This design comes from an exercise in tuning for small area, a short achievable clock period and few clock cycles on the open sky130 flow, not from production work.
Where RTL was checked, it was by simulation tests only, not by an equivalence proof against the original.
Power and IR drop assume default switching activity.

==> inputs of job 472 <==
## ssev_engine
module ssev_engine (
    input  wire         clk,
    input  wire         rst,
    input  wire         cmd_valid,
    output wire         cmd_ready,
    input  wire [31:0]  cmd_word,
    input  wire [15:0]  cmd_width,
    input  wire [15:0]  cmd_height,
    input  wire         px_valid,
    output wire         px_ready,
    input  wire [127:0] px_src,
    input  wire [127:0] px_ref,
    output wire         res_valid,
    input  wire         res_ready,
    output wire [63:0]  res_sse,
    output wire [31:0]  res_sum,
    output wire [31:0]  res_var,
    output wire         res_err,
    output wire [2:0]   res_code
);
    wire [3:0] c_op = cmd_word[3:0];
    wire [2:0] c_wc = cmd_word[6:4];
    wire [2:0] c_hc = cmd_word[10:8];
    reg        size_ok;
    always @(*) begin
        case (c_wc)
            3'd2:    size_ok = (c_hc <= 3'd4);                     
            3'd3:    size_ok = (c_hc >= 3'd1) && (c_hc <= 3'd4);   
            3'd4:    size_ok = (c_hc >= 3'd2) && (c_hc <= 3'd5);   
            3'd5:    size_ok = (c_hc >= 3'd4) && (c_hc <= 3'd5);   
            default: size_ok = 1'b0;
        endcase
    end
    reg  [1:0]  dec_code;       
    reg         dec_var;
    reg         dec_s64;
    always @(*) begin
        dec_code = 2'd0;
        dec_var  = 1'b0;
        dec_s64  = 1'b0;
        if (cmd_word[31:11] != 21'd0 || cmd_word[7]) begin
            dec_code = 2'd1;
        end else if (c_op == 4'd3) begin
            if (c_wc != 3'd0 || c_hc != 3'd0)
                dec_code = 2'd1;
            else if (cmd_width == 16'd0 || cmd_height == 16'd0)
                dec_code = 2'd3;
            else
                dec_s64 = 1'b1;
  ...
clock: 28.0 ns
lec_check: 0
cap_margin: 20
core_margin: 2
core_utilization: 55
slew_margin: 20
synth_hierarchical: 1
synth_minimum_keep_size: 0
standard.sh (not shown) runs the stock make flow with config.mk's settings and CLKGATE_MAP_FILE= SYNTH_SCRIPT=/design/flow/synth_recipe.tcl, a recipe that flattens the netlist after the stock synthesis.
==> flow/flow/run.sh <==
#!/bin/bash
set -e
export BUFFER_PORTS_ARGS="-buffer_cell sky130_fd_sc_hd__buf_1"
export SETUP_SLACK_MARGIN=21
export CTS_ARGS="-sink_clustering_enable -repair_clock_nets -dont_use_dummy_load -sink_clustering_size 24 -sink_clustering_max_diameter 60"
bash standard.sh > standard.log 2>&1
==> job 1967 (differences from job 472) <==
==> flow/flow/run.sh (replaced) <==
#!/bin/bash
set -e
export BUFFER_PORTS_ARGS="-buffer_cell sky130_fd_sc_hd__buf_1"
export SETUP_SLACK_MARGIN=22
export CTS_ARGS="-sink_clustering_enable -repair_clock_nets -dont_use_dummy_load"
bash standard.sh > standard.log 2>&1
==> results.txt <==
| item | job 1967 | job 472 |
|---|---|---|
| Result of the run | no timing/DRC/antenna violations | no timing/DRC/antenna violations |
| Via count | 41166 | 38840 |
| Length of routed wiring on met1 | 68570 µm | 64270 µm |
| Endpoint, Worst Hold | r_e[2] | acc_var |
| Clock network area share | 2.263% | 2.362% |
| TritonRoute pass-1 iters | 6 | 7 |
| Routed length on met2 | 78330 µm | 71270 µm |
| Static Leak | 28.73 nW | 25.62 nW |
| Count of non-CTS buffers in the layout | 754 | 463 |
| Initial antenna violation count | 11 | 2 |
| Net count reported at finish | 7320 | 7015 |
| First-pass GRT wire length | 255100 µm | 230800 µm |
| Buffers inserted by post-CTS timing repair | 207 | 2 |
| Count of instances resized after the clock tree is built | 523 | 3 |
| Multi-input gate share of the layout cell area | 65.19% | 68.12% |
| Mean number of vias per cell | 5.844 | 5.767 |
| Worst Setup Slack post-DPL | 20.47 ns | 20.26 ns |
| Post-route minimum period | 6.956 ns | 6.991 ns |
Testbench counts of job 472, summed over its fixed seeds: cycles 46,547.
Testbench counts of job 1967, summed over its fixed seeds: cycles 46,547.

========
==> inputs of job 6131 <==
Another version of the RTL of ssev_engine (not shown whole).
## ssev_engine
module ssev_engine (
    input  wire         clk,
    input  wire         rst,
    input  wire         cmd_valid,
    output wire         cmd_ready,
    input  wire [31:0]  cmd_word,
    input  wire [15:0]  cmd_width,
    input  wire [15:0]  cmd_height,
    input  wire         px_valid,
    output wire         px_ready,
    input  wire [127:0] px_src,
    input  wire [127:0] px_ref,
    output wire         res_valid,
    input  wire         res_ready,
    output wire [63:0]  res_sse,
    output wire [31:0]  res_sum,
    output wire [31:0]  res_var,
    output wire         res_err,
    output wire [2:0]   res_code
);
clock: 28.0 ns
lec_check: 0
cap_margin: 20
core_margin: 2
core_utilization: 55
slew_margin: 20
synth_hierarchical: 1
synth_minimum_keep_size: 0
==> flow/flow/run.sh <==
#!/bin/bash
set -e
export BUFFER_PORTS_ARGS="-buffer_cell sky130_fd_sc_hd__buf_1"
export SETUP_SLACK_MARGIN=21.25
export CTS_ARGS="-sink_clustering_enable -repair_clock_nets -dont_use_dummy_load -sink_clustering_size 28 -sink_clustering_max_diameter 75"
bash standard.sh > standard.log 2>&1
==> inputs of job 2638, as changes to job 6131 <==
==> flow/flow/run.sh (replaced) <==
#!/bin/bash
set -e
export BUFFER_PORTS_ARGS="-buffer_cell sky130_fd_sc_hd__buf_1"
export SETUP_SLACK_MARGIN=21
export CTS_ARGS="-sink_clustering_enable -repair_clock_nets -dont_use_dummy_load -sink_clustering_size 28 -sink_clustering_max_diameter 75"
bash standard.sh > standard.log 2>&1
==> results.txt <==
Reg power frac a little under a third; actual slew at the worst max-slew pin 1.19 ns; commonest non-fill, non-tap cells in the layout 871 x fa_1, 480 x nand2_1, 356 x inv_1; Net Sw Power 1680 uW; outcome complete, no violations; RSZ-0062 raised after global routing true; Finished Layout Cells 6548
# the run above: job 6131

==> results.txt <==
outcome complete, no violations; Net Sw Power 1670 uW; RSZ-0062 raised after global routing false; commonest non-fill, non-tap cells in the layout 871 x fa_1, 480 x nand2_1, 441 x buf_1; Finished Layout Cells around 6500
# the run above: job 2638

No run of this note included a check of the RTL's function; only the layout flow was run.

separate check: timing with driven ports:
No port has a modelled driver above. Below, the same layouts with a new extraction and two added sets of constraints. Step 1 sets driving cells, clkbuf_16 on the clock port and buf_2 on the other inputs (assumed; they add their load-dependent delay and slew). Step 2 times the ports against the registers' clock, not the clock port: input delays grow and output delays shrink by t, the midpoint of the rising clock arrivals with the driver on. Slacks: no drivers / after step 1 / after step 2; pairs: no drivers / after step 1.
run	t, ns	setup WS [ns]	worst setup path at the end	worst register clock-pin slew, ns	worst slew at a driven data input, ns
job 472	0.706	21.009 / 20.935 / 20.482	input to register	0.08 / 0.08	0.08
job 1967	0.716	21.044 / 20.972 / 20.717	input to register	0.06 / 0.06	0.10
job 6131	0.681	21.042 / 20.967 / 20.946	input to register	0.10 / 0.10	0.04
job 2638	0.683	21.042 / 20.968 / 20.946	input to register	0.10 / 0.10	0.04
After both steps every run listed still meets setup and hold. The setup slack of job 472, which loses most, moves by -0.074 ns with the drivers and by -0.527 ns with both steps.
